Source: an optimization exercise on an open RTL-to-GDS flow (aim: small area). Production flows keep margins and buffers that such runs may drop.
In this exercise RTL edits were held to simulation tests only and were not proved equivalent to the original.
Power and IR drop assume default switching activity.

== build 14 ==
==> flow/design.v (excerpt) <==
module bvm_core (
    input  wire        clk,
    input  wire        rst,
    input  wire [12:0] prog_limit,
    input  wire [15:0] max_steps,
    output reg         mem_req,
    output reg         mem_we,
    output wire [11:0] mem_addr,
    output wire [7:0]  mem_wdata,
    input  wire        mem_ready,
    input  wire [7:0]  mem_rdata,
    input  wire [3:0]  dbg_addr,
    output wire [7:0]  dbg_data,
    output reg  [2:0]  status,
    output reg  [15:0] pc,
    output wire [15:0] last_pc,
    output wire [31:0] last_word,
    output reg  [15:0] steps,
    output wire [16:0] fault_addr,
    output wire        dz_valid,
    output wire [15:0] dz_pc
);
Size: roughly 250 flip-flops, about 190 I/O pins, about 12,000 um^2 of cells after synthesis.
==> flow/config.mk <==
export PLATFORM = sky130hd
export DESIGN_NAME = bvm_core
export DESIGN_NICKNAME = bvm_core
export VERILOG_FILES = /design/flow/design.v
export SDC_FILE = /design/flow/constraint.sdc
export NUM_CORES = 4
export LEC_CHECK = 0
export ABC_AREA = 1
export CAP_MARGIN = 20
export CORE_MARGIN = 2
export CORE_UTILIZATION = 60
export SLEW_MARGIN = 20
==> flow/constraint.sdc <==
create_clock -name core_clock -period 14.0 [get_ports {clk}]
set_input_delay 2.8000 -clock core_clock [delete_from_list [all_inputs] [get_ports {clk}]]
set_output_delay 2.8000 -clock core_clock [all_outputs]
set_load 0.01 [all_outputs]
standard.sh (not shown) runs the stock make flow with config.mk's settings and CLKGATE_MAP_FILE= SYNTH_SCRIPT=/design/flow/synth_recipe.tcl, a recipe that flattens the netlist after the stock synthesis.
==> flow/flow/run.sh <==
#!/bin/bash
# The standard layout with three changes:
#  1. synthesis maps the logic with a leaner, area-oriented ABC script
#     (flow/abc_area.script); the rest of the synthesis, including the
#     flip-flop mapping and register names, is the standard one;
#  2. the port buffers use the smallest buffer cell;
#  3. clock tree synthesis without dummy loads, with larger sink clusters.
set -euo pipefail
here=$(pwd)

# 1. synthesis, with a copy of the ORFS scripts whose ABC scripts are replaced
rm -rf "$here/scripts_area"
cp -r "$FLOW_HOME/scripts" "$here/scripts_area"
cp "$here/flow/abc_area.script" "$here/scripts_area/abc_area.script"
cp "$here/flow/abc_area.script" "$here/scripts_area/abc_speed.script"
SCRIPTS_DIR="$here/scripts_area" bash standard.sh synth > "$here/synth.log" 2>&1

# 2.-3. the rest of the standard flow
export BUFFER_PORTS_ARGS="-buffer_cell sky130_fd_sc_hd__buf_1"
export CTS_ARGS="-sink_clustering_enable -repair_clock_nets -dont_use_dummy_load -sink_clustering_size 16 -sink_clustering_max_diameter 50 -buf_list sky130_fd_sc_hd__clkbuf_8"
bash standard.sh > "$here/layout.log" 2>&1
==> flow/flow/abc_area.script <==
strash
ifraig
dc2
strash
&get -n
&dch -f
&nf -R 1000
&put
For build 65, these inputs were changed with respect to build 14:
- swapping 60 for 75 in CORE_UTILIZATION
Findings:
Apart from build 65, each of build 65 and build 14 ends the flow with a layout that passes the timing, design-rule and antenna checks. Build 65: it failed with a tool error in global routing (5_1_grt), so there are no final results. [compare] base=build 14 new=build 65: number of cell rows moved down, cell area after synthesis level, y dimension of the die moved down, post-synthesis area per instance level. Against build 14, build 65 reports a placer's final routability congestion estimate that is higher. | number of gates resized after cts | build 65 vs build 14 | 1 higher |. Compared to build 14, build 65 has CTS buffer count 2 lower.
What build 3 does differently from build 65 at the input level:
- a change of CORE_UTILIZATION from 75 to 60
--- a/flow/flow/run.sh
+++ b/flow/flow/run.sh
@@ -19,3 +19,3 @@
 export BUFFER_PORTS_ARGS="-buffer_cell sky130_fd_sc_hd__buf_1"
-export CTS_ARGS="-sink_clustering_enable -repair_clock_nets -dont_use_dummy_load -sink_clustering_size 16 -sink_clustering_max_diameter 50 -buf_list sky130_fd_sc_hd__clkbuf_8"
+export CTS_ARGS="-sink_clustering_enable -repair_clock_nets -dont_use_dummy_load -sink_clustering_size 16 -sink_clustering_max_diameter 50 -buf_list "sky130_fd_sc_hd__clkbuf_8 sky130_fd_sc_hd__clkbuf_16""
 bash standard.sh > "$here/layout.log" 2>&1
### Flow results
Diff build 65..build 3 | quantity of I/O buffers inserted on ports | negligible. Per the final summary, build 3 finished and its layout is clean on timing, DRC and antenna. Going from build 65 to build 3, post-synthesis net count neither gained nor lost much; placer congestion estimate fell 8.5%; total clock buffers created by CTS moved up; mapped cell area stayed essentially flat. Changes observed in build 3 relative to build 65: cell area after placement went up by 0.82%; xor and xnor area share after synthesis was more or less identical.
For build 80, these inputs were changed with respect to build 3:
--- a/flow/flow/run.sh
+++ b/flow/flow/run.sh
@@ -19,3 +19,3 @@
 export BUFFER_PORTS_ARGS="-buffer_cell sky130_fd_sc_hd__buf_1"
-export CTS_ARGS="-sink_clustering_enable -repair_clock_nets -dont_use_dummy_load -sink_clustering_size 16 -sink_clustering_max_diameter 50 -buf_list "sky130_fd_sc_hd__clkbuf_8 sky130_fd_sc_hd__clkbuf_16""
+export CTS_ARGS="-sink_clustering_enable -repair_clock_nets -dont_use_dummy_load -sink_clustering_size 12 -sink_clustering_max_diameter 40 -buf_list sky130_fd_sc_hd__clkbuf_4"
 bash standard.sh > "$here/layout.log" 2>&1
==> summary.txt <==
Build 80 completed; timing, DRC and antenna clean
met2 track utilization from global routing came out lower on build 80 than on build 3.
Build 80 against build 3; wire length is down slightly.
The run showing the smaller fraction of final layout cells sized beyond drive strength 1 is build 3.
Compared with build 3, overall power consumption in build 80 decreased by a few percent.
Looking only at clock network latency to the later pin of the worst-skew pair, and setting everything else aside, the higher value of build 80 and build 3 goes to build 80.
Higher clock network fraction of design power among build 80 and build 3: build 3
Lower timing-limited maximum frequency goes to build 80 over build 3.
Relative to build 3, fraction of power spent switching nets has gone up in build 80.


Setup of lagoon:
bvm_core again, from the RTL that the note above started with.
clock: 14.0 ns
lec_check: 0
abc_area: 1
cap_margin: 20
core_margin: 2
core_utilization: 60
slew_margin: 20
==> flow/flow/run.sh <==
#!/bin/bash
# The standard layout with three changes:
#  1. synthesis maps the logic with a leaner, area-oriented ABC script
#     (flow/abc_area.script); the rest of the synthesis, including the
#     flip-flop mapping and register names, is the standard one;
#  2. the port buffers use the smallest buffer cell;
#  3. clock tree synthesis without dummy loads, with larger sink clusters.
set -euo pipefail
here=$(pwd)

# 1. synthesis, with a copy of the ORFS scripts whose ABC scripts are replaced
rm -rf "$here/scripts_area"
cp -r "$FLOW_HOME/scripts" "$here/scripts_area"
cp "$here/flow/abc_area.script" "$here/scripts_area/abc_area.script"
cp "$here/flow/abc_area.script" "$here/scripts_area/abc_speed.script"
SCRIPTS_DIR="$here/scripts_area" bash standard.sh synth > "$here/synth.log" 2>&1

# 2.-3. the rest of the standard flow
export BUFFER_PORTS_ARGS="-buffer_cell sky130_fd_sc_hd__buf_1"
export CTS_ARGS="-sink_clustering_enable -repair_clock_nets -dont_use_dummy_load -sink_clustering_size 12 -sink_clustering_max_diameter 40 -buf_list sky130_fd_sc_hd__clkbuf_8"
bash standard.sh > "$here/layout.log" 2>&1
Scripts as last shown in full above: flow/flow/abc_area.script
Edits applied to the flow inputs when going from lagoon to nickel:
-- flow/flow/run.sh --
<<< lagoon, line 18
# 2.-3. the rest of the standard flow
export BUFFER_PORTS_ARGS="-buffer_cell sky130_fd_sc_hd__buf_1"
export CTS_ARGS="-sink_clustering_enable -repair_clock_nets -dont_use_dummy_load -sink_clustering_size 12 -sink_clustering_max_diameter 40 -buf_list sky130_fd_sc_hd__clkbuf_8"
bash standard.sh > "$here/layout.log" 2>&1
>>> nickel, line 18
# 2.-3. the rest of the standard flow
export BUFFER_PORTS_ARGS="-buffer_cell sky130_fd_sc_hd__buf_1"
export CTS_ARGS="-sink_clustering_enable -repair_clock_nets -dont_use_dummy_load -sink_clustering_size 10 -sink_clustering_max_diameter 30 -buf_list sky130_fd_sc_hd__clkbuf_4"
bash standard.sh > "$here/layout.log" 2>&1
Notes after the runs:
- [compare] base=lagoon new=nickel: logic depth of the worst path, buffers included shows an increase of 2, via count shows an increase of 3.2%.
- Row final critical-path required period: nickel higher / lagoon lower
- The setup slack of nickel is smaller than that of lagoon.
- Summary: with lagoon as the reference, total wire length after detailed routing in nickel moved up slightly.
Changes in pepper relative to nickel:
# nickel
export LEC_CHECK = 0
export ABC_AREA = 1
export CAP_MARGIN = 20
export CORE_MARGIN = 2
export CORE_UTILIZATION = 60
export SLEW_MARGIN = 20
create_clock -name core_clock -period 14.0 [get_ports {clk}]
# pepper
export LEC_CHECK = 0
export ABC_AREA = 1
export CAP_MARGIN = 20
export CORE_MARGIN = 2
export CORE_UTILIZATION = 66
export SLEW_MARGIN = 20
create_clock -name core_clock -period 14.0 [get_ports {clk}]
-- flow/flow/run.sh --
<<< nickel, line 18
# 2.-3. the rest of the standard flow
export BUFFER_PORTS_ARGS="-buffer_cell sky130_fd_sc_hd__buf_1"
export CTS_ARGS="-sink_clustering_enable -repair_clock_nets -dont_use_dummy_load -sink_clustering_size 10 -sink_clustering_max_diameter 30 -buf_list sky130_fd_sc_hd__clkbuf_4"
bash standard.sh > "$here/layout.log" 2>&1
>>> pepper, line 18
# 2.-3. the rest of the standard flow
export BUFFER_PORTS_ARGS="-buffer_cell sky130_fd_sc_hd__buf_1"
export CTS_ARGS="-sink_clustering_enable -repair_clock_nets -dont_use_dummy_load -sink_clustering_size 16 -sink_clustering_max_diameter 50 -buf_list sky130_fd_sc_hd__clkbuf_8"
bash standard.sh > "$here/layout.log" 2>&1
==> summary.txt <==
- pepper ended with every stage complete and zero timing, DRC or antenna violations.
- Lower cell count after placement among pepper and nickel: pepper
- Going from nickel to pepper, worst hold slack across all endpoints went down 34 ps; cell count went down 63.
- pepper and nickel ended up with nearly the same maximum clock rate.
diff inputs: pepper => harbor
# pepper
export LEC_CHECK = 0
export ABC_AREA = 1
export CAP_MARGIN = 20
export CORE_MARGIN = 2
export CORE_UTILIZATION = 66
export SLEW_MARGIN = 20
create_clock -name core_clock -period 14.0 [get_ports {clk}]
# harbor
export LEC_CHECK = 0
export ABC_AREA = 1
export CAP_MARGIN = 10
export CORE_MARGIN = 2
export CORE_UTILIZATION = 60
export GPL_TIMING_DRIVEN = 0
export SLEW_MARGIN = 10
create_clock -name core_clock -period 14.0 [get_ports {clk}]
Results
- On harbor: total power of the final layout is 2.8% higher than what pepper gave.
- pepper was smaller in final cell area than harbor.
- Count of plain and timing-repair buffers (harbor over pepper): increase, about 15%
- In terms of total setup buffers inserted after CTS, pepper and harbor differ only marginally.
- Taking pepper as the reference, in harbor worst hold slack went down by 6.8 ps; combinational share of power grew by 1.9 points; clock-buffer cell count saw little to no change.
- From pepper to harbor the numbers moved as follows: flip-flop and latch count essentially unchanged; area enclosed by the die boundary increased about 10%; highest ir drop seen on vdd increased about 6%; combined global-route utilization of all metal layers decreased 4.2 points.

what the ideal ports hide:
How much do the figures lean on ideal ports? The routed layouts below were timed once more, with nothing changed but the port constraints.
Step 1 sets driving cells, clkbuf_16 on the clock port and buf_2 on the other inputs (assumed; they add their load-dependent delay and slew).
Step 2 moves the port delays by t, midway between the first and last clock arrival at a register: inputs arrive t later, outputs are due t later. That takes back most of the time a late clock gives input paths.
Three values: ideal, step 1, step 2; two values: the first two.
| run | t (ns) | setup slack, ns | worst slew at a driven data input, ns |
|---|---|---|---|
| build 14 | 0.569 | 0.982 / 0.982 / 0.594 | 0.05 |
| build 3 | 0.569 | 0.982 / 0.982 / 0.594 | 0.05 |
| build 80 | 0.704 | 0.863 / 0.863 / 0.483 | 0.04 |
| lagoon | 0.588 | 0.891 / 0.891 / 0.502 | 0.05 |
| nickel | 0.662 | 0.830 / 0.830 / 0.433 | 0.04 |
| pepper | 0.600 | 0.842 / 0.842 / 0.426 | 0.04 |
| harbor | 0.590 | 0.568 / 0.568 / 0.173 | 0.05 |
After both steps every run listed still meets setup and hold. For pepper, which loses most, drivers alone change the setup slack by 0.000 ns; drivers and shift together by -0.416 ns.
